What follows belongs to an exercise in optimizing a design on an open flow for small area; a production flow would make more cautious choices.
At most, simulation tests tie the RTL to the original design; equivalence was not proved.
The RTL of runs 5 to 7 was laid out without a check of its function.
No activity file was given, so power comes from the tool's default toggle rates.

## flow/config.mk

```make
export PLATFORM = sky130hd
export DESIGN_NAME = framer_rx
export DESIGN_NICKNAME = framer_rx
export VERILOG_FILES = /design/flow/design.v
export SDC_FILE = /design/flow/constraint.sdc
export NUM_CORES = 4
export LEC_CHECK = 0
export CAP_MARGIN = 20
export CORE_MARGIN = 2
export CORE_UTILIZATION = 40
export SLEW_MARGIN = 20
```

## flow/constraint.sdc

```tcl
create_clock -name core_clock -period 5.0 [get_ports {clk}]
set_input_delay 1.0000 -clock core_clock [delete_from_list [all_inputs] [get_ports {clk}]]
set_output_delay 1.0000 -clock core_clock [all_outputs]
set_load 0.01 [all_outputs]
```

## flow/design.v

```verilog
module framer_rx (
    input  wire        clk,
    input  wire        rst,
    input  wire        in_valid,
    input  wire [7:0]  in_byte,
    input  wire        in_exhaust,
    output reg         ev_valid,
    output wire [2:0]  ev,
    output wire [2:0]  st,
    output reg         frm_byte_valid,
    output wire [7:0]  frm_byte,
    output wire [16:0] frm_len,
    output wire [31:0] frm_crc_rx,
    output wire [31:0] frm_crc_calc,
    output wire [2:0]  hdr_version,
    output wire        hdr_packet_type,
    output wire        hdr_sec_hdr_flag,
    output wire [10:0] hdr_apid,
    output wire [1:0]  hdr_seq_flags,
    output wire [13:0] hdr_seq_count,
    output wire [15:0] hdr_data_length,
    output wire [47:0] hdr_timing_info,
    output wire [7:0]  hdr_segment_number,
    output wire [7:0]  hdr_function_code,
    output wire [15:0] hdr_address_code
);
    localparam [2:0] S_IDLE  = 3'd0;
    localparam [2:0] S_SYNC  = 3'd1;
    localparam [2:0] S_PHDR  = 3'd2;
    localparam [2:0] S_SHDR  = 3'd3;
    localparam [2:0] S_DATA  = 3'd4;
    localparam [2:0] S_T1    = 3'd5;
    localparam [2:0] S_T2    = 3'd6;
    localparam [2:0] S_T3    = 3'd7;
    localparam [15:0] N_START = 16'hFFFD;
    reg  [2:0]   s;
    reg  [15:0]  n;           
    reg  [31:0]  crc;         
    reg  [15:0]  last2;       
    reg  [127:0] hdr;         
    reg          e_mis, e_done, e_bad;
    wire feed   = in_valid;
    wire [7:0] lb = last2[7:0];
    wire [31:0] crc_rx = {n, last2};
    wire [15:0] dlen = hdr[95:80];
    wire in_idle  = (s == S_IDLE);
    wire in_sync  = (s == S_SYNC);
    wire in_phdr  = (s == S_PHDR);
    wire in_shdr  = (s == S_SHDR);
    wire in_data  = (s == S_DATA);
    wire in_trail = s[2] & (s[1] | s[0]);
    wire in_hdr   = in_phdr | in_shdr;
    wire in_frame = s[2] | s[1];
    wire match     = (lb == 8'h55) && (in_byte == 8'hAA);
    wire n_is_2    = n[1] & ~n[0] & ~n[2];    
    wire n_is_12   = n[3] & n[2];             
    wire n_is_dlen = (n == dlen);
    wire short_len = ({lb, in_byte} < 16'd13);
    reg [31:0] crc_next;
    integer i;
    always @* begin
        crc_next = ~crc ^ {24'd0, in_byte};
        for (i = 0; i < 8; i = i + 1) begin
            if (crc_next[0])
                crc_next = (crc_next >> 1) ^ 32'hEDB88320;
            else
                crc_next = crc_next >> 1;
        end
        crc_next = ~crc_next;
    end
    always @(posedge clk) begin
        if (rst) begin
            s              <= S_IDLE;
            ev_valid       <= 1'b0;
            frm_byte_valid <= 1'b0;
        end else begin
            ev_valid       <= in_valid | in_exhaust;
            frm_byte_valid <= feed & in_frame;
            if (feed) begin
                case (s)
                    S_IDLE:  s <= S_SYNC;
                    S_SYNC:  if (match) s <= S_PHDR;
                    S_PHDR:  if (n_is_2) s <= short_len ? S_IDLE : S_SHDR;
                    S_SHDR:  if (n_is_12) s <= S_DATA;
                    S_DATA:  if (n_is_dlen) s <= S_T1;
                    S_T1:    s <= S_T2;
                    S_T2:    s <= S_T3;
                    default: s <= S_IDLE;
                endcase
            end else if (in_exhaust) begin
                s <= S_IDLE;
            end
        end
    end
    always @(posedge clk) begin
        e_mis  <= feed & in_sync & ~match;
        e_bad  <= feed & in_phdr & n_is_2 & short_len;
        e_done <= feed & (s == S_T3);
        if (feed)
            last2 <= {last2[7:0], in_byte};
        if (feed & in_hdr)
            hdr <= {hdr[119:0], in_byte};
        if (in_idle | in_sync)
            n <= N_START;
        else if (in_trail)
            begin if (feed) n <= {n[7:0], last2[15:8]}; end
        else if (feed)
            n <= n + 16'd1;
        if (in_idle | in_sync)
            crc <= 32'd0;
        else if (feed & (in_hdr | (in_data & ~n_is_dlen)))
            crc <= crc_next;
    end
    assign st           = {s[2], s[1] & ~s[2], s[0] & ~s[2]};
    assign ev           = {e_bad, e_done, e_mis | (e_done & (crc_rx != crc))};
    assign frm_byte     = lb;
    assign frm_crc_rx   = crc_rx;
    assign frm_crc_calc = crc;
    assign frm_len      = {1'b0, dlen} + 17'd7;
    assign hdr_version        = hdr[127:125];
    assign hdr_packet_type    = hdr[124];
    assign hdr_sec_hdr_flag   = hdr[123];
    assign hdr_apid           = hdr[122:112];
    assign hdr_seq_flags      = hdr[111:110];
    assign hdr_seq_count      = hdr[109:96];
    assign hdr_data_length    = hdr[95:80];
    assign hdr_timing_info    = hdr[79:32];
    assign hdr_segment_number = hdr[31:24];
    assign hdr_function_code  = hdr[23:16];
    assign hdr_address_code   = hdr[15:0];
endmodule
```

## flow/run.sh

```bash
#!/bin/bash
# synth_recipe.tcl (not shown) runs the flow's synth.tcl, then flattens the netlist and writes it again
# the make line also repeats each setting of config.mk as NAME=value (left out here)
make -C /OpenROAD-flow-scripts/flow DESIGN_CONFIG=/design/flow/config.mk WORK_HOME=/design/flow/orfs CLKGATE_MAP_FILE= SYNTH_SCRIPT=/design/flow/synth_recipe.tcl finish
```

==> results of run 1 <==
==> metrics by stage <==
step / util, % / setup slack, ps / hold WS (ps) / power [mW]
6_report: 56.04 / 1280 / 452.1 / 3.587
5_1_grt: 56.04 / 1212 / 464.9 / 3.709
4_1_cts: 56.04 / 1322 / 453.0 / 3.618
3_5_place_dp: 53.08 / 1294 / 431.2 / 2.210
3_3_place_gp: 53.08 / 1443 / 430.4 / 2.208
2_1_floorplan: - / 910.6 / 499.0 / 2.070
==> routing by layer <==
metal  vias to the layer above  share of wire (%)
met5                         -                  0
met3                        28                9.3
met4                         0                1.4
met1                      2913                 42
met2                       296                 47
li1                       2767                  -
==> worst max-delay path: stages, from the launching register on <==
cell and delay, ps:
dfxtp_1 620, xor2_1 130, nor4_1 490, nand4_1 240, o21ai_0 200, nand2b_1 70
clkdlybuf4s50_1 530
==> state kept, by name, indices dropped and copies added (netlist names) <==
name and count:
hdr 128, frm_byte_valid 1, e_done 1, s 3
e_bad 1, e_mis 1, n 16, last2 16
crc 32, ev_valid 1
==> cell usage in the layout (no fill, tap or decap), drive strengths merged, types with 5 or more instances in the layout <==
cell type / instances
o21ai: 27
nand3: 11
nor4: 14
nand4: 13
nor2: 54
nand2: 38
nand2b: 5
xor2: 41
inv: 19
a21oi: 23
a211oi: 15
nor3: 7
nor2b: 5
dfxtp: 56
clkbuf: 17
mux2i: 15
clkdlybuf4s50: 236
buf: 9
o22ai: 6
xnor2: 92
edfxtp: 144
==> report_power, final <==
| part | leakage [nW] | internal [mW] | switching [mW] | total [mW] |
|---|---|---|---|---|
| sequential | 1.76 | 1.80 | 0.0396 | 1.84 |
| combinational | 1.90 | 0.164 | 0.167 | 0.332 |
| clock | 0.298 | 0.694 | 0.720 | 1.41 |
==> final cells by class <==
cell class,instances,area [um2],share of cell area [%]
clock inverter,15,195.2,1.662
clock buffer,17,425.4,3.622
inverter,9,36.28,0.3090
tap,275,344.1,2.930
multi-input combinational,403,2868,24.42
sequential,200,5445,46.37
timing repair buffer,245,2430,20.69
==> worst max-delay path by stage <==
stage / cells after the start / from / endpoint
after floorplan: 2 / in_valid / hdr[0]$_DFFE_PP_
after detailed placement: 7 / in_byte[6] / s[0]$_SDFFE_PP0P_
after CTS: 6 / n[5]$_SDFFE_PP1P_ / ev[0]
after global routing: 6 / n[5]$_SDFFE_PP1P_ / ev[0]
after global placement: 6 / in_byte[4] / crc[23]$_SDFFE_PP0P_
final: 6 / n[5]$_SDFFE_PP1P_ / ev[0]
==> logic make-up after synthesis <==
group / Yosys count / share of synthesized area, %
buffers and inverters: 51 / 2.770
xor gates and xnor gates: 134 / 15.71
muxes: 15 / 1.759
DFF: 200 / 63.79
and+or+nand+nor: 171 / 9.968
adders and majority gates: 3 / 0.4398
AOI/OAI and AO/OA: 80 / 5.556
==> notes.md, run 1 <==
status=complete, no violations; post-synthesis async set-or-reset flop share=0%; Num CTS Buffers=17; VDD IR max=0.2335 mV; Post-Syn Instances=654; Root Driver=clkbuf_16; clk latency of the worst-skew pair=440 ps; CTS tree=done; top cell type's share of synthesized area=50.66%; Worst Setup Path Type=flop to output port; Final Hold Fails=0; ys flop type=edfxtp_1; grt met3 use=roughly 7.0%; Setup TNS=0 ps; final non-filler cell total=1164; Final Max Slew Viols=0; CP endpoint kind=output port; die area=0.02252 mm2; final setup violating endpoints=0; Slew HR=between 40% and 50%; post-synthesis register bit count=200; RSZ-0062 raised after global routing=no; Period minus WS final=3720 ps; maximum clock frequency=~270 MHz; 1st-pass router iterations=5; total routing usage reported by global routing=between 20% and 30%; Via density=just over 5; hold buffers post-CTS=0; 1st-iter DRT viols=roughly 500; Clk pin slew, worst setup/hold paths=80 ps; GR peak layer=met2; synth unique cells=47; Reg2Reg Depth=6; worst endpoint required time=4000 ps; Mean Syn Cell Area=13.05 um2; hpwl dp=17080 um; Yosys top cell by area=edfxtp_1; vias=6004; drt wl/cell=20.13 um; Syn Nets=between 600 and 700; Pleak=3.961 nW; area grow syn2layout=37.58%; GPL Wtd Cong=0.8659; post-route ant nets=0; num ports=237; count leader, synth=edfxtp_1; dpl cell area=0.01112 mm2; CTS H-tree depth=4; NumNets Final=891; Die H=150.1 um; CTS Buffer Depth=2; row count=53; GRT met2 Usage=32.47%; worst clock skew=between 15 and 20 ps; maxcap violations=0; worst slew pin tran=882.4 ps; core box area=roughly 0.021 mm2; GR Util met1=approximately 28%; placed insts=1132; Reg2Reg Setup Slack=2200 ps; Remaining DRCs=0; Reg-to-Reg End=s[0]$_SDFFE_PP0P_; post-route cell area=0.01174 mm2; layout cells sized above 1=6.862%; initial core utilization=roughly 41%; Mapped Area=0.008536 mm2; list of most frequent post-synthesis cells=edfxtp_1, xnor2_1, dfxtp_1; initial antenna violation count=0; Synth area leaders=edfxtp_1, dfxtp_1, xnor2_1, xor2_1, nor2_1; min-delay src=hdr[41]$_DFFE_PP_; largest net degree at the start of global routing=52; Resize count post-CTS=0; # diodes=0; YS warnings=1; Die Span X=150.1 um; IO Port Bufs=236; critical-path maximum fanout=11; critical path startpoint category=flop; number of flops mapped to enable cells by yosys=~140; Fillers=1804; worst r2r src=n[0]$_SDFFE_PP1P_; final period utilization=74.39%; WHS Path Cells=0; Clock Sinks=200; post-synthesis sequential area ratio=between 60 and 70%; postcts setup bufs=0; remaining global-route overflow=0; Power Density=305.4 mW/mm2; Total Wirelength=23430 um; first-pass GRT wire length=35090 um; vias in the first global route=between 5000 and 6000; Critical Path AT=2720 ps; Min-Delay Endpoint=hdr[49]$_DFFE_PP_; worst hold path class=flop to flop
==> inputs of run 2 (changes only) <==
==> flow/flow/run.sh (new file) <==
#!/bin/bash
# The standard layout, with two changes:
#  - ports are buffered with sky130_fd_sc_hd__buf_1 instead of the larger
#    cell buffer_ports picks by default;
#  - CTS inserts no dummy loads.
export BUFFER_PORTS_ARGS="-buffer_cell sky130_fd_sc_hd__buf_1"
export CTS_ARGS="-sink_clustering_enable -repair_clock_nets -dont_use_dummy_load"
bash standard.sh > standard.log 2>&1
==> flow/standard.sh (new file) <==
#!/bin/bash
# synth_recipe.tcl (not shown) runs the flow's synth.tcl, then flattens the netlist and writes it again
# the make line also repeats each setting of config.mk as NAME=value (left out here)
make -C /OpenROAD-flow-scripts/flow DESIGN_CONFIG=/design/flow/config.mk WORK_HOME=/design/flow/orfs CLKGATE_MAP_FILE= SYNTH_SCRIPT=/design/flow/synth_recipe.tcl "${@:-finish}"
removed: flow/run.sh
==> run 2 against run 1 <==
Effect of this change: still clean on timing, DRC and antenna; first-iteration DRC count shrank 15%; synthesized cell count is the same; non-clock buffer count is the same; fmax grew 15%; final area shrank 14%; critical path depth is the same; global-route usage shrank 1.5 points; worst hold slack lost 10 ps; critical path type unchanged.
==> notes.md, run 2 <==
core box area=0.02096 mm2; CP endpoint kind=output port; Slew HR=approximately 38%; cell family with most CP delay=simple AND/OR/NAND/NOR gates; Buffers & Inverters on Critical Path=1; Final Hold Fails=0; commonest non-fill, non-tap cell in the layout=buf_1; critical path startpoint category=flop; Register Area=0.005445 mm2; Clk pin slew, worst setup/hold paths=70 ps; drt wl/cell=a little under 20 um; IO Port Bufs=roughly 240; clk latency of the worst-skew pair=430 ps; vias=5864; area of the multi-input gates=between 0.002 and 0.003 mm2; maximum clock frequency=309.4 MHz; Fillers=2016; Crit path largest cell delay=610 ps; slowest CP cell=dfxtp_1; Clock Sinks=200; maxcap violations=0; top cell type's share of synthesized area=50.66%; initial antenna violation count=0; RSZ-0062 raised after global routing=no; die area=0.02252 mm2; Total Wirelength=around 22000 um; area grow syn2layout=18.29%; Via density=approximately 5; Top Registers=hdr (128), crc (32); final period utilization=64.65%; Die Span X=approximately 150 um; max reg flops=about 130; 1st-pass router iterations=4; Synth area leaders=edfxtp_1, dfxtp_1, xnor2_1, xor2_1, nor2_1; first-pass GRT wire length=32380 um; postcts setup bufs=0; 1st-iter DRT viols=423; Yosys top cell by area=edfxtp_1; Mean Syn Cell Area=roughly 13 um2; row count=53; ys flop type=edfxtp_1; final setup violating endpoints=0; Reg2Reg Setup Slack=approximately 2200 ps; CTS tree=done; GPL Wtd Cong=0.8033; initial core utilization=between 40 and 50%; Syn Nets=669; Most flops, register=hdr; Period minus WS final=between 3000 and 4000 ps; placed insts=1132; count leader, synth=edfxtp_1; Remaining DRCs=0; final non-filler cell total=1149; largest net degree at the start of global routing=67; Mapped Area=0.008536 mm2; VDD IR max=0.2413 mV; critical-path maximum fanout=11; post-synthesis async set-or-reset flop share=0%; post-synthesis register bit count=200; Post-Syn Instances=approximately 650; Num CTS Buffers=17; Pleak=3.250 nW; worst slew pin tran=between 900 and 1000 ps; CTS H-tree depth=4; Power Density=about 320 mW/mm2; CTS Buffer Depth=2; hold buffers post-CTS=0; Die H=around 150 um; Critical Path AT=2230 ps; post-synthesis sequential area ratio=63.79%; synth unique cells=47; # diodes=0; Setup TNS=0 ps; crit-path cells=xor2_1 -> nor4_1 -> nand4_1 -> o21ai_0 -> nand2b_1 -> buf_1; most frequent cells in the layout=buf_1, edfxtp_1, xnor2_1, dfxtp_1, nor2_1; Hold Slack=441.7 ps; total chip power=3.249 mW; vias in the first global route=between 5000 and 6000; YS warnings=1; worst clock skew=26.72 ps; Resize count post-CTS=0; total routing usage reported by global routing=19.36%; NumNets Final=between 800 and 900; worst endpoint required time=4000 ps; post-route ant nets=0; number of flops mapped to enable cells by yosys=144; Final Max Slew Viols=0; layout cells sized above 1=5.492%; worst hold path class=flop to flop; remaining global-route overflow=0; num ports=237; status=complete, no violations; Root Driver=clkbuf_16; list of most frequent post-synthesis cells=edfxtp_1, xnor2_1, dfxtp_1; hpwl dp=roughly 16000 um; Worst Setup Path Type=flop to output port
-- run 2: worst paths after layout --
| check | endpoint | from | cells after the start |
|---|---|---|---|
| min | hdr[53]$_DFFE_PP_ | hdr[45]$_DFFE_PP_ | 0 |
| max reg2reg | crc[23]$_SDFFE_PP0P_ | n[0]$_SDFFE_PP1P_ | 7 |
| max | ev[0] | n[5]$_SDFFE_PP1P_ | 6 |
| min reg2reg | hdr[53]$_DFFE_PP_ | hdr[45]$_DFFE_PP_ | 0 |
-- run 2: stage by stage --
step | util (%) | cell area [um2] | worst slack (ps)
2_1_floorplan | - | 8536 | 910.6
3_3_place_gp | 46.02 | 9644 | 1413
3_5_place_dp | 46.15 | 9672 | 1605
4_1_cts | 48.18 | 10100 | 1728
5_1_grt | 48.18 | 10100 | 1467
6_report | 48.18 | 10100 | 1768
-- run 2: kinds of logic after synthesis --
| kind of cell | share of synthesized area [%] |
|---|---|
| flops | 63.79 |
| simple gates | 9.968 |
| xor+xnor | 15.71 |
| compound gates | 5.556 |
| buf+inv | 2.770 |
| mux | 1.759 |
| fa+ha+maj | 0.4398 |
-- run 2: area by class of cell --
type / instances / share of cell area (%)
clock buffers: 17 / 4.213
inverters: 9 / 0.3594
multi-input cells: 403 / 28.44
flip-flops and latches: 200 / 53.93
well taps: 275 / 3.408
repair buffers: 245 / 9.653
-- run 2: routing by layer --
layer / GRT usage, % / part of all wire, %
met5: 0 / 0
met4: 4.575 / 1.4
met3: 4.573 / 7.3
met2: 29.66 / 46
met1: 27.91 / 45
-- run 2: where the power goes --
group          internal, mW  leakage, nW  total (mW)  switching (mW)
Sequential             1.80         1.76        1.84          0.0401
Clock                 0.593        0.209        1.13           0.536
Combinational         0.114         1.28       0.276           0.162
-- run 2: worst reg2reg max path: cells and delay by family (launching register included) --
| kind | cells | cell delay (ps) |
|---|---|---|
| xor gates and xnor gates | 1 | 180 |
| DFF | 1 | 680 |
| and+or+nand+nor | 4 | 1250 |
| AOI/OAI and AO/OA | 1 | 370 |
| buffers and inverters | 1 | 280 |
==> inputs of run 3 (changes only) <==
==> flow/flow/run.sh (replaced) <==
#!/bin/bash
# The standard layout, with two changes:
#  - ports are buffered with sky130_fd_sc_hd__buf_1 instead of the larger
#    cell buffer_ports picks by default;
#  - CTS inserts no dummy loads.
export BUFFER_PORTS_ARGS="-buffer_cell sky130_fd_sc_hd__buf_1"
export CTS_ARGS="-sink_clustering_enable -repair_clock_nets -dont_use_dummy_load -buf_list {sky130_fd_sc_hd__clkbuf_2 sky130_fd_sc_hd__clkbuf_4 sky130_fd_sc_hd__clkbuf_8}"
bash standard.sh > standard.log 2>&1
==> run 3 against run 2 <==
Effect of this change: wire length is 0.62% lower; setup slack lost 28 ps; highest routed layer unchanged; area after synthesis unchanged; largest cell class unchanged; still clean on timing, DRC and antenna; total power fell by 10%; via count is 0.12% higher; critical endpoint is now frm_len[15]; fmax shrank 0.86%; largest power group unchanged.
==> notes.md, run 3 <==
status=complete, no violations; synth unique cells=47; hold buffers post-CTS=0; min-delay src=hdr[45]$_DFFE_PP_; list of most frequent post-synthesis cells=edfxtp_1, xnor2_1, dfxtp_1; Period minus WS final=roughly 3300 ps; WHS Path Cells=0; post-route ant nets=0; vias in the first global route=~5300; Die Span X=150.1 um; switching part of the total power=23.77%; Worst Setup Path Type=flop to output port; Root Driver=clkbuf_8; Buffers & Inverters on Critical Path=1; post-synthesis sequential area ratio=63.79%; VDD IR max=between 0.15 and 0.2 mV; Syn Nets=669; num ports=roughly 240; max reg flops=128; die area=0.02252 mm2; Mean Syn Cell Area=13.05 um2; Final Hold Fails=0; Slew HR=a little under half; drt wl/cell=19.16 um; Synth area leaders=edfxtp_1, dfxtp_1, xnor2_1, xor2_1, nor2_1; CTS H-tree depth=4; critical path startpoint category=flop; DP Worst Slack=1605 ps; vias=5871; maximum clock frequency=roughly 310 MHz; 1st-pass router iterations=7; most frequent cells in the layout=buf_1, edfxtp_1, xnor2_1, dfxtp_1, nor2_1; Min-Delay Endpoint=hdr[53]$_DFFE_PP_; Final Max Slew Viols=0; initial antenna violation count=0; final period utilization=about 65%; post-synthesis register bit count=200; Top Registers=hdr (128), crc (32); met2 routed WL=about 10000 um; hpwl dp=approximately 16000 um; Pleak=3.163 nW; cell family with most CP delay=simple AND/OR/NAND/NOR gates; slowest CP cell=edfxtp_1; ys flop type=edfxtp_1; largest net degree at the start of global routing=67; number of flops mapped to enable cells by yosys=144; maxcap violations=0; wire length on met1=9762 um; commonest non-fill, non-tap cell in the layout=buf_1; IO Port Bufs=~240; Yosys top cell by area=edfxtp_1; Critical Path AT=about 2300 ps; Reg2Reg Setup Slack=2280 ps; area grow syn2layout=16.05%; highest metal used=met4; worst r2r src=n[0]$_SDFFE_PP1P_; worst hold path class=flop to flop; Reg2Reg Depth=7; RSZ-0062 raised after global routing=no; postcts setup bufs=0; core box area=0.02096 mm2; CP endpoint kind=output port; post-route setup slack=1739 ps; Most flops, register=hdr; Power Density=293.7 mW/mm2; layout cells sized above 1=5.492%; Mapped Area=between 0.008 and 0.009 mm2; Via density=about 5.1; Comb power frac=9.5%; Die H=150.1 um; first-pass GRT wire length=between 30000 and 40000 um; # diodes=0; Resize count post-CTS=0; initial core utilization=40.73%; Internal=2.217 mW; Clock Power Share=between 20% and 30%; remaining global-route overflow=0; row count=53; worst endpoint required time=around 4000 ps; post-route cell area=0.009906 mm2; total routing usage reported by global routing=19.31%; top cell type's share of synthesized area=between 50% and 60%; Setup TNS=0 ps; Crit path largest cell delay=560 ps; critical-path maximum fanout=6; final setup violating endpoints=0; Remaining DRCs=0; post-synthesis async set-or-reset flop share=0%; crit-path cells=and3_1 -> nand3_1 -> or3_1 -> nor2b_1 -> xor2_1 -> buf_1; Num CTS Buffers=17; Total Wirelength=about 22000 um; worst clock skew=35.37 ps; NumNets Final=between 800 and 900; 1st-iter DRT viols=477; WL met3=1786 um; dpl cell area=0.009672 mm2; YS warnings=1; Register Area=0.005445 mm2; Reg-to-Reg End=crc[23]$_SDFFE_PP0P_; Seq pwr share=63.3%; area of the multi-input gates=0.002872 mm2; clk latency of the worst-skew pair=460 ps; CTS tree=done; count leader, synth=edfxtp_1; worst slew pin tran=a little over 800 ps; Clk pin slew, worst setup/hold paths=about 100 ps; GPL Wtd Cong=between 0.8 and 0.9; Clock Sinks=200; Post-Syn Instances=654; Fillers=between 2000 and 2500; switching power=0.6915 mW; total chip power=around 2.9 mW; CTS Buffer Depth=2
[run 3: cell counts after synthesis]
No cell type changed its count.
[run 3: layout make-up]
class | instances | area share [%]
clock buffer | 17 | 2.362
inverter | 9 | 0.3663
sequential | 200 | 54.97
tap | 275 | 3.474
multi-input combinational | 403 | 28.99
timing repair buffer | 245 | 9.840
[run 3: worst max path at each step]
stage	start	endpoint	slack (ps)	depth (start not counted)
5_1_grt	hdr[80]$_DFFE_PP_	frm_len[14]	1400	8
4_1_cts	hdr[80]$_DFFE_PP_	frm_len[14]	1670	8
2_1_floorplan	in_valid	hdr[0]$_DFFE_PP_	910	2
3_3_place_gp	in_valid	crc[7]$_SDFFE_PP0P_	1410	8
6_report	hdr[87]$_DFFE_PP_	frm_len[15]	1740	6
3_5_place_dp	in_valid	hdr[59]$_DFFE_PP_	1600	5
[run 3: cells by family (layout without fill, tap and decap cells)]
| kind of cell | Yosys count | after routing | synth area share [%] |
|---|---|---|---|
| compound gates | 80 | 80 | 5.556 |
| mux | 15 | 15 | 1.759 |
| fa+ha+maj | 3 | 3 | 0.4398 |
| flops | 200 | 200 | 63.79 |
| buf+inv | 51 | 271 | 2.770 |
| xor+xnor | 134 | 134 | 15.71 |
| simple gates | 171 | 171 | 9.968 |
[run 3: worst reg2reg max path, cell delays in order, from the launching register on]
cell and delay (ps):
dfxtp_1 670, xnor2_1 180, nand4_1 110, nor4_1 730
o21ai_4 350, buf_16 280, and3_1 180, nor3_2 150
[run 3: power groups by stage]
stage / clock network, mW / registers [mW] / logic (mW)
2_1_floorplan: 0 / 1.88 / 0.192
3_3_place_gp: 0 / 1.88 / 0.276
3_5_place_dp: 0 / 1.88 / 0.277
4_1_cts: 0.825 / 1.84 / 0.278
5_1_grt: 0.879 / 1.85 / 0.300
6_report: 0.792 / 1.84 / 0.276
[run 3: per-stage QoR]
stage          util, %  cells  hold WS (ps)
6_report         47.27   1149         440.1
5_1_grt          47.27   1149         448.8
4_1_cts          47.27   1149         437.4
3_5_place_dp     46.15   1132         430.3
3_3_place_gp     46.02   1131         426.0
2_1_floorplan        -    654         499.0
[run 3: metal layers]
| metal | GRT usage [%] | vias up |
|---|---|---|
| met5 | 0 | - |
| met4 | 4.434 | 0 |
| met3 | 4.939 | 20 |
| met2 | 29.38 | 258 |
| met1 | 27.79 | 2837 |
| li1 | - | 2756 |
==> inputs of run 4 (changes only) <==
==> flow/flow/run.sh (replaced) <==
#!/bin/bash
# The standard layout, with these changes:
#  - after floorplan, combinational cells are swapped to their smallest
#    drive strength (flow/downsize.tcl); later repair upsizes where needed;
#  - ports are buffered with sky130_fd_sc_hd__buf_1 instead of the larger
#    cell buffer_ports picks by default;
#  - CTS inserts no dummy loads.
export POST_FLOORPLAN_TCL=$PWD/flow/downsize.tcl
export BUFFER_PORTS_ARGS="-buffer_cell sky130_fd_sc_hd__buf_1"
export CTS_ARGS="-sink_clustering_enable -repair_clock_nets -dont_use_dummy_load -buf_list {sky130_fd_sc_hd__clkbuf_2 sky130_fd_sc_hd__clkbuf_4 sky130_fd_sc_hd__clkbuf_8}"
bash standard.sh > standard.log 2>&1
==> flow/flow/downsize.tcl (new file) <==
# Run after floorplan (POST_FLOORPLAN_TCL): swap every combinational cell that
# synthesis upsized for timing back to the smallest cell of the same function
# (same name with another drive-strength suffix). Later repair steps upsize
# again where timing needs it.
set db [ord::get_db]
set lib_masters {}
foreach lib [$db getLibs] {
  foreach m [$lib getMasters] {
    dict set lib_masters [$m getName] $m
  }
}
set dont_use $::env(DONT_USE_CELLS)
set swapped 0
foreach inst [[ord::get_db_block] getInsts] {
  set m [$inst getMaster]
  set name [$m getName]
  if {[$m getType] ne "CORE"} { continue }
  if {![regexp {^(sky130_fd_sc_hd__[a-z0-9]+)_([0-9]+)$} $name -> base drive]} { continue }
  # leave sequential cells and buffers as they are
  if {[regexp {__(df|edf|sdf|sedf|dl|buf|clk|conb|tap|fill|decap)} $base]} { continue }
  set area [expr {[$m getWidth] * [$m getHeight]}]
  set best ""
  foreach d {0 1 2} {
    set cand "${base}_$d"
    if {$cand eq $name} { continue }
    if {![dict exists $lib_masters $cand]} { continue }
    if {[lsearch -exact $dont_use $cand] >= 0} { continue }
    set cm [dict get $lib_masters $cand]
    set ca [expr {[$cm getWidth] * [$cm getHeight]}]
    if {$ca < $area} { set area $ca; set best $cand }
  }
  if {$best ne ""} {
    replace_cell [$inst getName] $best
    incr swapped
  }
}
puts "downsize: swapped $swapped cells"
==> run 4 against run 3 <==
Effect of this change: cell count grew 0.26%; clock power decreased by 0.9%; count of clock-buffer cells in the layout stayed put; still clean; fmax is 1.2% lower; largest power group unchanged; sequential share of layout area increased by 0.80 points; synthesized cell count is the same.
==> notes.md, run 4 <==
status=complete, no violations; CTS tree=done; Remaining DRCs=0; critical-path maximum fanout=6; Power Density=295.8 mW/mm2; Total Wirelength=21760 um; Buffers & Inverters on Critical Path=1; worst hold path class=flop to flop; drt wl/cell=~19 um; Crit path largest cell delay=about 520 ps; post-synthesis async set-or-reset flop share=0%; GPL Wtd Cong=0.8319; Post-Syn Instances=654; vias in the first global route=approximately 5300; max reg flops=between 100 and 150; remaining global-route overflow=0; maxcap violations=0; crit-path cells=xor2_1 -> nor4_1 -> nand4_1 -> o21ai_0 -> nand2b_1 -> buf_1; post-synthesis sequential area ratio=63.79%; Resize count post-CTS=0; worst clock skew=40.49 ps; Pleak=3.105 nW; Yosys top cell by area=edfxtp_1; critical path endpoint=ev[0]; commonest non-fill, non-tap cell in the layout=buf_1; YS warnings=1; CTS H-tree depth=4; Worst Setup Path Type=flop to output port; Most flops, register=hdr; ys flop type=edfxtp_1; Final Max Slew Viols=0; Reg2Reg Setup Slack=2200 ps; num ports=roughly 240; slowest CP cell=nor4_1; Mapped Area=0.008536 mm2; Final Hold Fails=0; worst r2r src=n[0]$_SDFFE_PP1P_; largest net degree at the start of global routing=86; row count=53; top cell type's share of synthesized area=50.66%; # diodes=0; maximum clock frequency=303.1 MHz; Reg2Reg Depth=6; CTS Buffer Depth=2; Reg-to-Reg End=s[0]$_SDFFE_PP0P_; Syn Nets=669; core box area=roughly 0.021 mm2; Fillers=2024; Die H=150.1 um; worst slew pin tran=965.7 ps; IO Port Bufs=236; 1st-pass router iterations=4; worst endpoint required time=4000 ps; fin util=a little under half; first-pass GRT wire length=31830 um; hold buffers post-CTS=0; Levels on crit path=6; cell family with most CP delay=simple AND/OR/NAND/NOR gates; number of flops mapped to enable cells by yosys=144; layout cells sized above 1=4.447%; synth unique cells=47; Num CTS Buffers=17; clk latency of the worst-skew pair=between 400 and 500 ps; WHS Path Cells=0; final setup violating endpoints=0; vias=a little under 6000; hpwl dp=15770 um; most frequent cells in the layout=buf_1, edfxtp_1, xnor2_1, dfxtp_1, nor2_1; Clk pin slew, worst setup/hold paths=110 ps; final period utilization=~66%; Slew HR=about a third; Crit. Startpoint=last2[4]$_DFFE_PP_; die area=0.02252 mm2; CP endpoint kind=output port; initial core utilization=about two fifths; 1st-iter DRT viols=411; postcts setup bufs=0; Synth area leaders=edfxtp_1, dfxtp_1, xnor2_1, xor2_1, nor2_1; Critical Path AT=approximately 2300 ps; RSZ-0062 raised after global routing=no; VDD IR max=0.1460 mV; critical path startpoint category=flop; Root Driver=clkbuf_8; Mean Syn Cell Area=13.05 um2; Top Registers=hdr (128), crc (32); post-route ant nets=0; initial antenna violation count=0; post-synthesis register bit count=200; Period minus WS final=3299 ps; area grow syn2layout=14.38%; count leader, synth=edfxtp_1; Die Span X=around 150 um; Via density=5.049; Clock Sinks=200; Setup TNS=0 ps; NumNets Final=894; total routing usage reported by global routing=a little under a fifth; list of most frequent post-synthesis cells=edfxtp_1, xnor2_1, dfxtp_1
==> run 4: logic make-up after synthesis <==
family / synth area share, %
AOI/OAI and AO/OA: 5.556
DFF: 63.79
xor gates and xnor gates: 15.71
buffers and inverters: 2.770
muxes: 1.759
adders and majority gates: 0.4398
and+or+nand+nor: 9.968
==> run 4: layer usage <==
layer / vias up / global-route usage [%] / part of all wire (%)
met5: - / 0 / 0
met4: 0 / 4.387 / 0.63
met3: 10 / 4.390 / 6.8
met2: 237 / 30.39 / 49
met1: 2824 / 26.09 / 44
li1: 2745 / - / -
==> run 4: per-stage QoR <==
step | power, mW | setup WS (ps) | cell area, um2 | hold WS (ps) | instances
after floorplan | 2.070 | 910.6 | 8536 | 499.0 | 654
after global placement | 2.141 | 1702 | 9522 | 426.7 | 1135
after detailed placement | 2.141 | 1689 | 9522 | 430.2 | 1135
after CTS | 2.920 | 1693 | 9756 | 427.1 | 1152
after global routing | 2.998 | 1461 | 9763 | 435.6 | 1152
final | 2.888 | 1701 | 9763 | 428.7 | 1152
==> run 4: how the worst min path moves through the flow <==
stage | start | to
2_1_floorplan | hdr[96]$_DFFE_PP_ | hdr[104]$_DFFE_PP_
6_report | hdr[68]$_DFFE_PP_ | hdr[76]$_DFFE_PP_
4_1_cts | hdr[59]$_DFFE_PP_ | hdr[67]$_DFFE_PP_
3_3_place_gp | hdr[30]$_DFFE_PP_ | hdr[38]$_DFFE_PP_
3_5_place_dp | hdr[118]$_DFFE_PP_ | hdr[126]$_DFFE_PP_
5_1_grt | hdr[56]$_DFFE_PP_ | hdr[64]$_DFFE_PP_
==> run 4: final cells by class <==
type                    count  area [um2]  area share [%]
clock buffers              17       234.0           2.397
flip-flops and latches    200        5445           55.77
repair buffers            248       988.4           10.12
inverters                   9       36.28          0.3717
well taps                 275       344.1           3.524
multi-input cells         403        2715           27.81
==> run 4: power breakdown <==
part	internal (mW)	switching, mW	total (mW)	leakage [nW]
clock network	0.302	0.483	0.785	0.122
registers	1.80	0.0382	1.84	1.76
logic	0.107	0.156	0.263	1.22
total	2.21	0.677	2.89	3.10
==> run 4: worst register-to-register path: stages (launching register included) <==
cell and delay (ps):
dfxtp_1 690, xnor2_1 180, nand4_1 120, nor4_1 850, o21ai_1 240, or4_1 520, a21oi_1 150
==> inputs of run 5 (changes only) <==
--- a/flow/design.v
+++ b/flow/design.v
@@ -38,7 +38,7 @@
     reg  [31:0]  crc;         
     reg  [15:0]  last2;       
     reg  [127:0] hdr;         
-    reg          e_mis, e_done, e_bad;
+    reg  [1:0]   e;           
     wire feed   = in_valid;
     wire [7:0] lb = last2[7:0];
     wire [31:0] crc_rx = {n, last2};
@@ -93,9 +93,8 @@
         end
     end
     always @(posedge clk) begin
-        e_mis  <= feed & in_sync & ~match;
-        e_bad  <= feed & in_phdr & n_is_2 & short_len;
-        e_done <= feed & (s == S_T3);
+        e[0] <= feed & ((in_sync & ~match) | (in_phdr & n_is_2 & short_len));
+        e[1] <= feed & ((s == S_T3) | (in_phdr & n_is_2 & short_len));
         if (feed)
             last2 <= {last2[7:0], in_byte};
         if (feed & in_hdr)
@@ -112,7 +111,8 @@
             crc <= crc_next;
     end
     assign st           = {s[2], s[1] & ~s[2], s[0] & ~s[2]};
-    assign ev           = {e_bad, e_done, e_mis | (e_done & (crc_rx != crc))};
+    assign ev           = {e[1] & e[0], e[1] & ~e[0],
+                           (e[0] & ~e[1]) | (e[1] & ~e[0] & (crc_rx != crc))};
     assign frm_byte     = lb;
     assign frm_crc_rx   = crc_rx;
     assign frm_crc_calc = crc;
--- a/flow/config.mk
+++ b/flow/config.mk
@@ -8,4 +8,5 @@
 export CAP_MARGIN = 20
 export CORE_MARGIN = 2
 export CORE_UTILIZATION = 40
+export GPL_TIMING_DRIVEN = 0
 export SLEW_MARGIN = 20
==> run 5 against run 4 <==
Effect of this change: highest routed layer unchanged; largest cell class unchanged; global-route usage up 0.24 points; critical endpoint is now frm_len[14]; die area about the same; flip-flop and latch count down 1; combinational power down 13%; sequential power about the same; clock power up 0.9%; first-iteration DRC count down 0.24%.
==> notes.md, run 5 <==
num ports=~240; CTS H-tree depth=4; Yosys top cell by area=edfxtp_1; Total Wirelength=22000 um; GPL Wtd Cong=0.9185; max reg flops=128; postcts setup bufs=0; VDD IR max=0.1418 mV; Via density=5.063; status=complete, no violations; drt wl/cell=18.85 um; Slew HR=32.65%; 1st-iter DRT viols=410; Die H=150.0 um; total routing usage reported by global routing=19.16%; IO Port Bufs=between 200 and 250; maxcap violations=0; final period utilization=66.10%; Register Area=roughly 0.0054 mm2; core box area=0.02096 mm2; total chip power=2.831 mW; die area=0.02250 mm2; Reg2Reg Setup Slack=2080 ps; Top Registers=hdr (128), crc (32); switching part of the total power=23.11%; YS warnings=1; switching power=0.6542 mW; commonest non-fill, non-tap cell in the layout=buf_1; initial core utilization=between 40% and 50%; Internal=between 2 and 2.5 mW; ys flop type=edfxtp_1; initial antenna violation count=0; Resize count post-CTS=0; NumNets Final=909; # diodes=0; fin util=47.06%; largest net degree at the start of global routing=50; layout cells sized above 1=~4.6%; Buffers & Inverters on Critical Path=2; Final Hold Fails=0; crit-path cells=inv_1 -> ha_1 -> nand2b_1 -> nor2b_1 -> nand4_1 -> xnor2_1 -> buf_1; Comb power frac=approximately 8%; vias=~6000; post-synthesis sequential area ratio=63.62%; Pleak=about 3.4 nW; 1st-pass router iterations=6; Post-Syn Instances=637; post-synthesis register bit count=199; Critical Path AT=2310 ps; Most flops, register=hdr; vias in the first global route=5418; synth unique cells=55; worst endpoint required time=4000 ps; worst clock skew=34.17 ps; Period minus WS final=3305 ps; RSZ-0062 raised after global routing=no; CTS tree=done; Mapped Area=between 0.008 and 0.009 mm2; Seq pwr share=between 60% and 70%; Crit path largest cell delay=490 ps; Power Density=287.0 mW/mm2; Final Max Slew Viols=0; worst slew pin tran=1003 ps; CTS Buffer Depth=2; Synth area leaders=edfxtp_1, dfxtp_1, xor2_1, xnor2_1, mux2i_1; Fillers=1991; hold buffers post-CTS=0; worst hold path class=flop to flop; area grow syn2layout=15.66%; Syn Nets=652; Clock Power Share=~28%; CP endpoint kind=output port; clk latency of the worst-skew pair=between 400 and 500 ps; most frequent cells in the layout=buf_1, edfxtp_1, xor2_1, xnor2_1, nor2_1; row count=53; final setup violating endpoints=0; slowest CP cell=edfxtp_1; Remaining DRCs=0; Root Driver=clkbuf_8; Clk pin slew, worst setup/hold paths=about 80 ps; number of flops mapped to enable cells by yosys=between 100 and 150; post-route ant nets=0; first-pass GRT wire length=between 30000 and 40000 um; count leader, synth=edfxtp_1; maximum clock frequency=~300 MHz; critical-path maximum fanout=6; Clock Sinks=199; remaining global-route overflow=0; Worst Setup Path Type=flop to output port; Num CTS Buffers=17; top cell type's share of synthesized area=50.71%; cell family with most CP delay=simple AND/OR/NAND/NOR gates; area of the multi-input gates=between 0.002 and 0.003 mm2; hpwl dp=approximately 16000 um; post-synthesis async set-or-reset flop share=0%; Hold Slack=roughly 440 ps; Die Span X=about 150 um; critical path startpoint category=flop; Mean Syn Cell Area=around 13 um2; list of most frequent post-synthesis cells=edfxtp_1, xor2_1, nor2_1
-- run 5: changes by cell type in the layout (fill, tap and decap cells not counted), moves of 7 or more --
cell	previous run	this run
xor2_1	41	67
nand2_1	38	31
xnor2_1	91	65
mux2i_1	15	32
clkbuf_1	0	17
a211oi_1	15	2
nor2_1	53	61
-- run 5: per-stage QoR --
step	setup TNS, ps	cell area (um2)	instances	setup slack, ps
6_report	0	9862	1167	1695
5_1_grt	0	9862	1167	1468
4_1_cts	0	9861	1167	1603
3_5_place_dp	0	9627	1150	1245
3_3_place_gp	-327020	9575	1148	-3302
2_1_floorplan	0	8527	637	88.42
-- run 5: logic make-up after synthesis --
family	Yosys count	synth area share, %
AO/OA/AOI/OAI	67	4.945
XOR/XNOR	132	15.45
adder cells (fa/ha/maj)	3	0.4403
buffers and inverters	44	2.758
flip-flops	199	63.62
multiplexers	32	3.756
AND/OR/NAND/NOR	160	9.024
-- run 5: cell type report --
| cell class | count | area share [%] |
|---|---|---|
| multi-input combinational | 394 | 27.26 |
| inverter | 8 | 0.3045 |
| timing repair buffer | 238 | 9.477 |
| tap | 275 | 3.489 |
| clock buffer | 17 | 2.372 |
| sequential | 199 | 55.01 |
| buffer | 36 | 2.081 |
-- run 5: power groups by stage --
| stage | Combinational (mW) | Sequential [mW] | Clock, mW |
|---|---|---|---|
| final | 0.228 | 1.81 | 0.792 |
| after global routing | 0.251 | 1.81 | 0.875 |
| after CTS | 0.229 | 1.81 | 0.827 |
| after detailed placement | 0.228 | 1.85 | 0 |
| after global placement | 0.226 | 1.85 | 0 |
| after floorplan | 0.162 | 1.85 | 0 |
-- run 5: per-layer routing --
layer | routed length [um] | global-route usage [%] | up-vias
li1 | - | - | 2769
met1 | 9852 | 26.85 | 2822
met2 | 9820 | 29.00 | 292
met3 | 1952 | 5.213 | 25
met4 | 373 | 5.943 | 0
met5 | 0 | 0 | -
-- run 5: worst reg2reg max path, delay by kind of cell, from the launching register on --
kind	cells	cell delay, ps
flip-flops	1	540
multiplexers	1	220
buffers and inverters	1	280
AND/OR/NAND/NOR	3	690
AO/OA/AOI/OAI	1	850
XOR/XNOR	1	200
-- run 5: worst paths after layout --
path	start	endpoint	depth (start not counted)
worst max-delay path	hdr[80]$_DFFE_PP_	frm_len[14]	7
worst min-delay path	hdr[97]$_DFFE_PP_	hdr[105]$_DFFE_PP_	0
worst max register to register	hdr[84]$_DFFE_PP_	crc[11]$_SDFFE_PP0P_	7
worst min register to register	hdr[97]$_DFFE_PP_	hdr[105]$_DFFE_PP_	0
==> inputs of run 6 (changes only) <==
--- a/flow/config.mk
+++ b/flow/config.mk
@@ -7,6 +7,5 @@
 export LEC_CHECK = 0
 export CAP_MARGIN = 20
 export CORE_MARGIN = 2
-export CORE_UTILIZATION = 40
-export GPL_TIMING_DRIVEN = 0
+export CORE_UTILIZATION = 65
 export SLEW_MARGIN = 20
==> run 6 against run 5 <==
Effect of this change: still clean; clock power down 4.4%; register-to-register slack improved by 300 ps; setup slack improved by 81 ps; flip-flop and latch count did not move; sequential share of layout area rose by 1.8 points; critical path depth stayed put; synthesized cell count is the same; via count shrank 0.25%; total power down 1.7%; largest cell class unchanged.
==> notes.md, run 6 <==
clk latency of the worst-skew pair=460 ps; min-delay src=hdr[17]$_DFFE_PP_; layout cells sized above 1=approximately 3.4%; row count=41; Yosys top cell by area=edfxtp_1; Clk pin slew, worst setup/hold paths=80 ps; synth unique cells=55; commonest non-fill, non-tap cell in the layout=buf_1; Slew HR=between 30% and 40%; critical-path maximum fanout=6; Power Density=291.5 mW/mm2; worst hold path class=flop to flop; Via density=5.705; core box area=~0.013 mm2; worst endpoint required time=4000 ps; Critical Path AT=2220 ps; initial core utilization=67.02%; Comb power frac=7.6%; CTS H-tree depth=4; hold buffers post-CTS=0; worst r2r src=last2[7]$_DFFE_PP_; switching part of the total power=22.11%; worst slew pin tran=a little under 900 ps; # diodes=0; critical path startpoint category=flop; Final Max Slew Viols=0; largest net degree at the start of global routing=63; Reg-to-Reg End=s[1]$_SDFFE_PP0P_; post-synthesis async set-or-reset flop share=0%; switching power=0.6153 mW; top cell type's share of synthesized area=50.71%; final period utilization=between 60% and 70%; Worst Setup Path Type=flop to output port; Reg2Reg Setup Slack=~2400 ps; Root Driver=clkbuf_8; Synth area leaders=edfxtp_1, dfxtp_1, xor2_1, xnor2_1, mux2i_1; post-synthesis register bit count=199; Num CTS Buffers=17; num ports=237; Setup TNS=0 ps; 1st-iter DRT viols=roughly 560; vias=around 5900; Die Span X=around 120 um; Syn Nets=652; Pleak=3.341 nW; number of flops mapped to enable cells by yosys=144; Most flops, register=hdr; initial antenna violation count=0; count leader, synth=edfxtp_1; CP endpoint kind=output port; Final Hold Fails=0; Top Registers=hdr (128), crc (32); maximum clock frequency=310.2 MHz; Clock Power Share=27.2%; drt wl/cell=19.22 um; first-pass GRT wire length=about 31000 um; Clock Sinks=199; Reg2Reg Depth=6; post-route ant nets=0; Total Wirelength=19850 um; Post-Syn Instances=around 640; postcts setup bufs=0; status=complete, no violations; Remaining DRCs=0; IO Port Bufs=approximately 240; Mean Syn Cell Area=13.39 um2; worst clock skew=25.42 ps; hpwl dp=14530 um; area grow syn2layout=11.94%; NumNets Final=878; 1st-pass router iterations=7; ys flop type=edfxtp_1; maxcap violations=0; die area=0.01405 mm2; Resize count post-CTS=0; final setup violating endpoints=0; remaining global-route overflow=0; Fillers=919; total routing usage reported by global routing=28.45%; post-synthesis sequential area ratio=63.62%; RSZ-0062 raised after global routing=no; Internal=2.168 mW; Die H=118.5 um; GPL Wtd Cong=roughly 0.88; list of most frequent post-synthesis cells=edfxtp_1, xor2_1, nor2_1; Period minus WS final=3224 ps; Hold Slack=441.8 ps; vias in the first global route=5579; VDD IR max=approximately 0.21 mV; Seq pwr share=about two thirds; CTS Buffer Depth=2; Mapped Area=0.008527 mm2; WHS Path Cells=0; YS warnings=1; most frequent cells in the layout=buf_1, edfxtp_1, xor2_1, xnor2_1, nor2_1; Min-Delay Endpoint=hdr[25]$_DFFE_PP_; max reg flops=128; CTS tree=done
-- run 6: cell counts after synthesis --
No cell type changed its count.
-- run 6: logic make-up (layout without fill, tap and decap cells) --
family,count (synthesis),count (layout),synth area share [%]
AOI/OAI and AO/OA,67,67,4.945
xor gates and xnor gates,132,132,15.45
adders and majority gates,3,3,0.4403
buffers and inverters,44,268,2.758
DFF,199,199,63.62
muxes,32,32,3.756
and+or+nand+nor,160,160,9.024
-- run 6: final cells by class --
class | instances | area [um2] | area share, %
inverters | 8 | 30.03 | 0.3146
clock buffers | 17 | 234.0 | 2.451
repair buffers | 243 | 938.4 | 9.831
well taps | 172 | 215.2 | 2.255
flip-flops and latches | 199 | 5425 | 56.84
multi-input cells | 394 | 2703 | 28.31
-- run 6: power groups by stage --
| stage | combinational [mW] | clock [mW] | sequential, mW |
|---|---|---|---|
| 4_1_cts | 0.212 | 0.772 | 1.81 |
| 3_3_place_gp | 0.206 | 0 | 1.85 |
| 2_1_floorplan | 0.162 | 0 | 1.85 |
| 5_1_grt | 0.229 | 0.825 | 1.82 |
| 3_5_place_dp | 0.210 | 0 | 1.85 |
| 6_report | 0.212 | 0.757 | 1.81 |
-- run 6: critical path: stages (launching register included) --
cell and delay, ps:
edfxtp_1 480, inv_1 90, ha_1 230, nand2b_1 90, nor2b_1 360, nand4_1 170
xnor2_1 190, buf_1 170
-- run 6: layer usage --
layer	track usage, %	part of all wire (%)	vias up
met2	47.13	50	315
met4	8.780	2.0	0
met3	6.708	7.8	33
met1	37.46	40	2834
li1	-	-	2711
met5	0	0	-
-- run 6: stage by stage --
step / utilization [%] / instances / total power [mW] / setup WS [ps] / cell area, um2
2_1_floorplan: - / 637 / 2.013 / 88.42 / 8527
3_3_place_gp: 73.19 / 1016 / 2.055 / 1987 / 9311
3_5_place_dp: 73.19 / 1016 / 2.062 / 1916 / 9311
4_1_cts: 75.03 / 1033 / 2.797 / 1757 / 9545
5_1_grt: 75.03 / 1033 / 2.872 / 1657 / 9545
6_report: 75.03 / 1033 / 2.783 / 1776 / 9545
-- run 6: worst max path at each step --
stage                                  from                end  slack (ps)  depth (start not counted)
after detailed placement         in_byte[6]  s[1]$_SDFFE_PP0P_        1920                          7
after floorplan                    in_valid  s[1]$_SDFFE_PP0P_          90                          6
final                     hdr[80]$_DFFE_PP_        frm_len[14]        1780                          7
after global routing      hdr[80]$_DFFE_PP_        frm_len[14]        1660                          7
after CTS                 hdr[80]$_DFFE_PP_        frm_len[14]        1760                          7
after global placement           in_byte[6]  s[1]$_SDFFE_PP0P_        1990                          7
==> inputs of run 7 (changes only) <==
--- a/flow/design.v
+++ b/flow/design.v
@@ -38,7 +38,8 @@
     reg  [31:0]  crc;         
     reg  [15:0]  last2;       
     reg  [127:0] hdr;         
-    reg  [1:0]   e;           
+    reg  [2:0]   e;           
+    reg          mm;          
     wire feed   = in_valid;
     wire [7:0] lb = last2[7:0];
     wire [31:0] crc_rx = {n, last2};
@@ -56,18 +57,72 @@
     wire n_is_12   = n[3] & n[2];             
     wire n_is_dlen = (n == dlen);
     wire short_len = ({lb, in_byte} < 16'd13);
-    reg [31:0] crc_next;
-    integer i;
+    reg  [7:0] crc_byte;
     always @* begin
-        crc_next = ~crc ^ {24'd0, in_byte};
-        for (i = 0; i < 8; i = i + 1) begin
-            if (crc_next[0])
-                crc_next = (crc_next >> 1) ^ 32'hEDB88320;
-            else
-                crc_next = crc_next >> 1;
-        end
-        crc_next = ~crc_next;
+        case (s[1:0])
+            2'd0: crc_byte = crc[31:24];
+            2'd1: crc_byte = crc[23:16];
+            2'd2: crc_byte = crc[15:8];
+            default: crc_byte = crc[7:0];
+        endcase
     end
+    wire byte_ne = (in_byte != crc_byte);
+    wire [31:0] crc_next;
+    wire x0 = crc[0] ^ in_byte[0];
+    wire x1 = crc[1] ^ in_byte[1];
+    wire x2 = crc[2] ^ in_byte[2];
+    wire x3 = crc[3] ^ in_byte[3];
+    wire x4 = crc[4] ^ in_byte[4];
+    wire x5 = crc[5] ^ in_byte[5];
+    wire x6 = crc[6] ^ in_byte[6];
+    wire x7 = crc[7] ^ in_byte[7];
+    wire p0 = x0 ^ x1;
+    wire p1 = x2 ^ x5;
+    wire p2 = x3 ^ x6;
+    wire p3 = x4 ^ x7;
+    wire p4 = p0 ^ x4;
+    wire p5 = x5 ^ x6;
+    wire p6 = x1 ^ x7;
+    wire p7 = x0 ^ x4;
+    wire p8 = p1 ^ p2;
+    wire p9 = p2 ^ p3;
+    wire p10 = p3 ^ x1;
+    wire p11 = p10 ^ x3;
+    wire p12 = x2 ^ x3;
+    wire p13 = p1 ^ p3;
+    wire p14 = p0 ^ x7;
+    assign crc_next[0] = ~(crc[8] ^ x2);
+    assign crc_next[1] = crc[9] ^ x0 ^ x3;
+    assign crc_next[2] = ~(crc[10] ^ p4);
+    assign crc_next[3] = ~(crc[11] ^ p1 ^ x1);
+    assign crc_next[4] = crc[12] ^ p2 ^ x0 ^ x2;
+    assign crc_next[5] = crc[13] ^ p11;
+    assign crc_next[6] = crc[14] ^ x4 ^ x5;
+    assign crc_next[7] = ~(crc[15] ^ p5 ^ x0);
+    assign crc_next[8] = ~(crc[16] ^ p6 ^ x6);
+    assign crc_next[9] = ~(crc[17] ^ x7);
+    assign crc_next[10] = ~(crc[18] ^ x2);
+    assign crc_next[11] = ~(crc[19] ^ x3);
+    assign crc_next[12] = crc[20] ^ p7;
+    assign crc_next[13] = ~(crc[21] ^ p0 ^ x5);
+    assign crc_next[14] = ~(crc[22] ^ x1 ^ x2 ^ x6);
+    assign crc_next[15] = ~(crc[23] ^ p12 ^ x7);
+    assign crc_next[16] = crc[24] ^ p12 ^ p7;
+    assign crc_next[17] = ~(crc[25] ^ p4 ^ x3 ^ x5);
+    assign crc_next[18] = crc[26] ^ p1 ^ p4 ^ x6;
+    assign crc_next[19] = crc[27] ^ p6 ^ p8;
+    assign crc_next[20] = crc[28] ^ p9;
+    assign crc_next[21] = crc[29] ^ p13;
+    assign crc_next[22] = crc[30] ^ p8;
+    assign crc_next[23] = crc[31] ^ p9;
+    assign crc_next[24] = p13 ^ x0;
+    assign crc_next[25] = ~(p0 ^ p8);
+    assign crc_next[26] = p0 ^ p9 ^ x2;
+    assign crc_next[27] = p11 ^ x5;
+    assign crc_next[28] = ~(p5 ^ p7);
+    assign crc_next[29] = p14 ^ p5;
+    assign crc_next[30] = ~(p14 ^ x6);
+    assign crc_next[31] = ~(p6);
     always @(posedge clk) begin
         if (rst) begin
             s              <= S_IDLE;
@@ -93,8 +148,11 @@
         end
     end
     always @(posedge clk) begin
-        e[0] <= feed & ((in_sync & ~match) | (in_phdr & n_is_2 & short_len));
-        e[1] <= feed & ((s == S_T3) | (in_phdr & n_is_2 & short_len));
+        e[0] <= feed & ((in_sync & ~match) | ((s == S_T3) & (mm | byte_ne)));
+        e[1] <= feed & (s == S_T3);
+        e[2] <= feed & in_phdr & n_is_2 & short_len;
+        if (feed)
+            mm <= (mm & in_trail) | byte_ne;
         if (feed)
             last2 <= {last2[7:0], in_byte};
         if (feed & in_hdr)
@@ -111,8 +169,7 @@
             crc <= crc_next;
     end
     assign st           = {s[2], s[1] & ~s[2], s[0] & ~s[2]};
-    assign ev           = {e[1] & e[0], e[1] & ~e[0],
-                           (e[0] & ~e[1]) | (e[1] & ~e[0] & (crc_rx != crc))};
+    assign ev           = e;
     assign frm_byte     = lb;
     assign frm_crc_rx   = crc_rx;
     assign frm_crc_calc = crc;
==> flow/flow/run.sh (replaced) <==
#!/bin/bash
# The standard layout (standard.sh), with these changes:
#  - after floorplan, combinational cells are swapped to their smallest
#    drive strength (flow/downsize.tcl); later repair upsizes where needed;
#  - ports are buffered with sky130_fd_sc_hd__buf_1 instead of the larger
#    cell buffer_ports picks by default;
#  - CTS uses small clock buffers and inserts no dummy loads;
#  - after global routing, repair_timing -recover_power downsizes cells
#    that have timing slack (RECOVER_POWER).
export RECOVER_POWER=100
export POST_FLOORPLAN_TCL=$PWD/flow/downsize.tcl
export BUFFER_PORTS_ARGS="-buffer_cell sky130_fd_sc_hd__buf_1"
export CTS_ARGS="-repair_clock_nets -dont_use_dummy_load -buf_list {sky130_fd_sc_hd__clkbuf_2 sky130_fd_sc_hd__clkbuf_4 sky130_fd_sc_hd__clkbuf_8}"
bash standard.sh > standard.log 2>&1
==> run 7 against run 6 <==
Effect of this change: now fails the layout checks on max-capacitance violations, max-slew violations; sequential share of layout area grew 0.57 points; die area about the same; sequential power is essentially flat; synthesized cell count fell by 3.8%; register-to-register slack worse by 1200 ps; largest cell class unchanged; highest routed layer unchanged.
==> notes.md, run 7 <==
status=complete, but fails checks; layout check failures=max-capacitance violations, max-slew violations; Top Registers=hdr (128), crc (32); number of flops mapped to enable cells by yosys=145; Die Span X=118.5 um; Slew HR=-62.22%; Post-Syn Instances=613; worst endpoint required time=5350 ps; vias=5654; Via density=5.615; Final Hold Fails=0; Final Max Slew Viols=131; CTS Buffer Depth=2; Synth Area in Compound Gates=4.861%; YS warnings=1; Resize count post-CTS=0; final non-filler cell total=1007; CTS tree=done; RSZ-0062 raised after global routing=no; worst slew pin tran=about 2400 ps; largest net degree at the start of global routing=72; total routing usage reported by global routing=26.20%; Setup TNS=0 ps; critical-path maximum fanout=58; maximum clock frequency=256.7 MHz; most frequent cells in the layout=buf_1, edfxtp_1, xnor2_1, dfxtp_1, nor2_1; worst r2r src=s[1]$_SDFFE_PP0P_; xor/xnor share of the synthesized area=13.19%; Mean Syn Cell Area=13.90 um2; die area=0.01404 mm2; clk latency of the worst-skew pair=460 ps; GPL Wtd Cong=approximately 0.86; post-synthesis mux area share=under 10%; post-synthesis register bit count=201; ys flop type=edfxtp_1; CTS H-tree depth=4; placed insts=990; Crit. Startpoint=in_valid; top cell type's share of synthesized area=51.11%; Mapped Area=0.008519 mm2; Adder-Cell Fraction of Synth Area=less than 1%; post-synthesis sequential area ratio=64.27%; Synth area leaders=edfxtp_1, dfxtp_1, xnor2_1, mux2i_1, xor2_1; Hold Slack=445.5 ps; Pleak=approximately 3.3 nW; VDD IR max=0.2158 mV; Total Wirelength=roughly 18000 um; NumNets Final=852; synth unique cells=56; vias in the first global route=5320; CP endpoint kind=flop; post-synthesis async set-or-reset flop share=0%; core box area=about 0.013 mm2; worst hold path class=flop to flop; Power Density=~300 mW/mm2; first-pass GRT wire length=28380 um; list of most frequent post-synthesis cells=edfxtp_1, xnor2_1, dfxtp_1; Critical Path AT=around 4300 ps; commonest non-fill, non-tap cell in the layout=buf_1; Yosys top cell by area=edfxtp_1; Syn Nets=628; postcts setup bufs=0; initial core utilization=66.96%; Worst Setup Path Type=primary input to flop; IO Port Bufs=about 240; count leader, synth=edfxtp_1; layout cells sized above 1=4.311%; hpwl dp=13020 um; 1st-iter DRT viols=518; WHS Path Cells=0; maxcap violations=2; num ports=237; Die H=118.5 um; remaining global-route overflow=0; Clk pin slew, worst setup/hold paths=90 ps; max reg flops=between 100 and 150; critical path startpoint category=primary input; min-delay src=hdr[4]$_DFFE_PP_; area grow syn2layout=11.95%; Num CTS Buffers=17; simple-gate portion of the synthesized area=8.327%; Reg2Reg Setup Slack=between 1000 and 1500 ps; # diodes=0; Root Driver=clkbuf_8; Clock Sinks=201; post-route ant nets=0; drt wl/cell=18.32 um; worst clock skew=29.91 ps; Period minus WS final=3896 ps; final setup violating endpoints=0; Most flops, register=hdr; Reg2Reg Depth=5; row count=41; hold buffers post-CTS=0; final period utilization=77.92%; initial antenna violation count=0; 1st-pass router iterations=5; Remaining DRCs=0; largest family of logic cells by synthesized area=XOR/XNOR gates
run 7: cell count changes after synthesis, moves of 8 or more:
cell	change
a21oi_1	-8
xnor2_1	+8
mux4_2	+8
nor2_1	-9
xor2_1	-29
nand2_1	+8
nor4_1	-11
run 7: kinds of logic after synthesis:
| logic type | Yosys count |
|---|---|
| muxes | 42 |
| and+or+nand+nor | 149 |
| adders and majority gates | 3 |
| buffers and inverters | 45 |
| xor gates and xnor gates | 110 |
| AOI/OAI and AO/OA | 63 |
| DFF | 201 |
run 7: through the flow:
step	power [mW]	utilization (%)	setup WS, ps	area, um2
final	2.812	74.97	1104	9538
after CTS	2.829	75.13	1579	9558
after global placement	2.075	73.29	1814	9324
after floorplan	2.030	-	594.2	8519
after global routing	2.900	74.97	770.0	9538
after detailed placement	2.080	73.29	1760	9324
run 7: layout make-up:
| type | instances | area [um2] |
|---|---|---|
| clock buffer | 17 | 234.0 |
| fill | 903 | 3184 |
| inverter | 9 | 36.28 |
| multi-input combinational | 367 | 2660 |
| sequential | 201 | 5475 |
| tap | 172 | 215.2 |
| timing repair buffer | 241 | 917.1 |
run 7: power by group:
part           switching (mW)  total (mW)  internal (mW)
Sequential             0.0268        1.83           1.80
Clock                   0.468       0.769          0.301
Combinational           0.130       0.216         0.0863
run 7: layer usage:
metal / wire length, um / global-route usage, % / vias up / part of all wire [%]
li1: - / - / 2629 / -
met1: 7388 / 32.67 / 2741 / 40
met2: 9466 / 45.41 / 258 / 51
met3: 1291 / 6.274 / 26 / 7.0
met4: 297 / 8.185 / 0 / 1.6
met5: 0 / 0 / - / 0
run 7: worst max-delay path, stage by stage:
cell and delay, ps:
clkbuf_1 150, clkbuf_1 1760, nor2_1 260, a31oi_1 240, o21ai_0 100, a21oi_1 350
nand2_1 100, a32o_1 270
run 7: path summary, 6_finish.rpt:
kind	end
worst max-delay path	s[1]$_SDFFE_PP0P_
worst min register to register	hdr[12]$_DFFE_PP_
worst max register to register	hdr[91]$_DFFE_PP_
worst min-delay path	hdr[12]$_DFFE_PP_
==> inputs of run 8 (changes only) <==
--- a/flow/design.v
+++ b/flow/design.v
@@ -55,7 +55,7 @@
     wire match     = (lb == 8'h55) && (in_byte == 8'hAA);
     wire n_is_2    = n[1] & ~n[0] & ~n[2];    
     wire n_is_12   = n[3] & n[2];             
-    wire n_is_dlen = (n == dlen);
+    wire n_is_dlen = (n == 16'hFFF2);        
     wire short_len = ({lb, in_byte} < 16'd13);
     reg  [7:0] crc_byte;
     always @* begin
@@ -162,7 +162,7 @@
         else if (in_trail)
             begin if (feed) n <= {n[7:0], last2[15:8]}; end
         else if (feed)
-            n <= n + 16'd1;
+            n <= (in_shdr & n_is_12) ? ~hdr[87:72] : n + 16'd1;
         if (in_idle | in_sync)
             crc <= 32'd0;
         else if (feed & (in_hdr | (in_data & ~n_is_dlen)))
==> flow/flow/run.sh (replaced) <==
#!/bin/bash
# The standard layout (standard.sh), with these changes:
#  - after floorplan, combinational cells are swapped to their smallest
#    drive strength (flow/downsize.tcl); later repair upsizes where needed;
#  - ports are buffered with sky130_fd_sc_hd__buf_1 instead of the larger
#    cell buffer_ports picks by default;
#  - CTS uses small clock buffers and inserts no dummy loads.
export POST_FLOORPLAN_TCL=$PWD/flow/downsize.tcl
export BUFFER_PORTS_ARGS="-buffer_cell sky130_fd_sc_hd__buf_1"
export CTS_ARGS="-repair_clock_nets -dont_use_dummy_load -buf_list {sky130_fd_sc_hd__clkbuf_2 sky130_fd_sc_hd__clkbuf_4 sky130_fd_sc_hd__clkbuf_8}"
bash standard.sh > standard.log 2>&1
--- a/flow/config.mk
+++ b/flow/config.mk
@@ -7,5 +7,5 @@
 export LEC_CHECK = 0
 export CAP_MARGIN = 20
 export CORE_MARGIN = 2
-export CORE_UTILIZATION = 65
+export CORE_UTILIZATION = 80
 export SLEW_MARGIN = 20
==> run 8 against run 7 <==
Effect of this change: critical path depth down 3; non-clock buffer count unchanged; cell count down 2.7%; global-route usage up 15 points; clock skew down 4.1 ps; setup slack better by 580 ps; final area down 1.5%; worst hold slack better by 3.9 ps; clock power up 1%; count of clock-buffer cells in the layout unchanged; wire length up 22%; the run now finishes clean.
==> notes.md, run 8 <==
post-synthesis sequential area ratio=65.36%; Critical Path AT=around 2300 ps; Remaining DRCs=0; Setup TNS=0 ps; switching power=0.6956 mW; initial antenna violation count=0; list of most frequent post-synthesis cells=edfxtp_1, xnor2_1, dfxtp_1; Final Max Slew Viols=0; Post-Syn Instances=623; Root Driver=clkbuf_8; Via density=6.570; total routing usage reported by global routing=between 40 and 50%; worst clock skew=approximately 26 ps; synth unique cells=55; layout cells sized above 1=4.502%; NumNets Final=861; top cell type's share of synthesized area=51.98%; switching part of the total power=23.89%; num ports=237; Register Area=0.005475 mm2; Pleak=2.973 nW; area of the multi-input gates=0.002565 mm2; Fillers=368; worst slew pin tran=1096 ps; hold buffers post-CTS=0; CP endpoint kind=output port; hpwl dp=14990 um; clk latency of the worst-skew pair=460 ps; Num CTS Buffers=17; maximum clock frequency=301.1 MHz; 1st-iter DRT viols=749; Synth area leaders=edfxtp_1, dfxtp_1, xnor2_1, xnor2_2, xor2_1; IO Port Bufs=around 240; Total Wirelength=22540 um; VDD IR max=just over 0.3 mV; Final Hold Fails=0; area grow syn2layout=12.20%; Top Registers=hdr (128), crc (32); vias=approximately 6400; Clock Power Share=26.8%; status=complete, no violations; GPL Wtd Cong=0.9017; core box area=0.01023 mm2; final setup violating endpoints=0; Syn Nets=between 600 and 700; die area=0.01131 mm2; Seq pwr share=63.7%; worst endpoint required time=roughly 4000 ps; remaining global-route overflow=0; ys flop type=edfxtp_1; crit-path cells=nand3_1 -> nor3_1 -> and2_1 -> xor2_1 -> buf_1; first-pass GRT wire length=34270 um; initial core utilization=~82%; Die H=around 110 um; post-synthesis async set-or-reset flop share=0%; min-delay src=hdr[52]$_DFFE_PP_; Internal=2.216 mW; max reg flops=128; slowest CP cell=edfxtp_1; Period minus WS final=between 3000 and 4000 ps; commonest non-fill, non-tap cell in the layout=buf_1; Worst Setup Path Type=flop to output port; Power Density=309.7 mW/mm2; number of flops mapped to enable cells by yosys=~150; vias in the first global route=~6100; Buffers & Inverters on Critical Path=1; Slew HR=26.95%; critical-path maximum fanout=7; 1st-pass router iterations=14; largest net degree at the start of global routing=60; most frequent cells in the layout=buf_1, edfxtp_1, xnor2_1, dfxtp_1, nand2_1; Crit. Startpoint=hdr[83]$_DFFE_PP_; Die Span X=106.3 um; Yosys top cell by area=edfxtp_1; CTS H-tree depth=4; Clock Sinks=201; post-route ant nets=0; YS warnings=1; RSZ-0062 raised after global routing=no; critical path startpoint category=flop; CTS Buffer Depth=2; post-synthesis register bit count=201; worst r2r src=s[1]$_SDFFE_PP0P_; total chip power=2.911 mW; Mapped Area=0.008377 mm2; postcts setup bufs=0; worst hold path class=flop to flop; CTS tree=done; row count=37; count leader, synth=edfxtp_1; Crit path largest cell delay=600 ps; # diodes=0; drt wl/cell=23.00 um; cell family with most CP delay=simple AND/OR/NAND/NOR gates; Most flops, register=hdr; maxcap violations=0; Resize count post-CTS=0; final period utilization=66.41%; Comb power frac=9.6%; Mean Syn Cell Area=13.45 um2; Clk pin slew, worst setup/hold paths=90 ps
==> run 8: worst paths after layout <==
kind	end	slack (ps)	depth (start not counted)
worst max register to register	crc[27]$_SDFFE_PP0P_	1810	5
worst max-delay path	frm_len[13]	1680	5
worst min-delay path	hdr[60]$_DFFE_PP_	450	0
worst min register to register	hdr[60]$_DFFE_PP_	450	0
==> run 8: per-stage QoR <==
stage / setup WS [ps] / instances / hold WS, ps / cell area, um2 / util [%]
2_1_floorplan: 1202 / 623 / 468.4 / 8378 / -
3_3_place_gp: 1709 / 963 / 425.9 / 9154 / 89.47
3_5_place_dp: 1526 / 963 / 432.7 / 9154 / 89.47
4_1_cts: 1710 / 980 / 448.5 / 9388 / 91.76
5_1_grt: 1566 / 980 / 456.9 / 9399 / 91.87
6_report: 1679 / 980 / 449.5 / 9399 / 91.87
==> run 8: power groups by stage <==
stage / sequential (mW) / clock (mW) / combinational (mW)
4_1_cts: 1.85 / 0.771 / 0.272
5_1_grt: 1.86 / 0.830 / 0.295
6_report: 1.85 / 0.779 / 0.279
3_5_place_dp: 1.89 / 0 / 0.266
3_3_place_gp: 1.89 / 0 / 0.254
2_1_floorplan: 1.89 / 0 / 0.194
==> run 8: kinds of logic after synthesis <==
| kind of cell | Yosys count | share of synthesized area (%) |
|---|---|---|
| and+or+nand+nor | 166 | 9.589 |
| adders and majority gates | 3 | 0.4481 |
| muxes | 10 | 2.420 |
| xor gates and xnor gates | 99 | 11.92 |
| DFF | 201 | 65.36 |
| AOI/OAI and AO/OA | 99 | 7.678 |
| buffers and inverters | 45 | 2.584 |
==> run 8: per-layer routing <==
layer  vias up  global-route usage, %  wire [um]
met2       594                  70.38      11640
met3       125                  9.810       2617
met5         -                      0          0
met1      3014                  48.24       7163
li1       2706                      -          -
met4         0                  19.45       1123
==> run 8: worst reg2reg max path, delay by kind of cell (launching register included) <==
family	cells	cell delay (ps)
AOI/OAI and AO/OA	3	1350
DFF	1	980
and+or+nand+nor	2	780
==> run 8: cell type report <==
class,instances,area share [%]
inverter,8,0.3195
tap,136,1.810
sequential,201,58.25
timing repair buffer,241,9.838
multi-input combinational,377,27.29
clock buffer,17,2.489
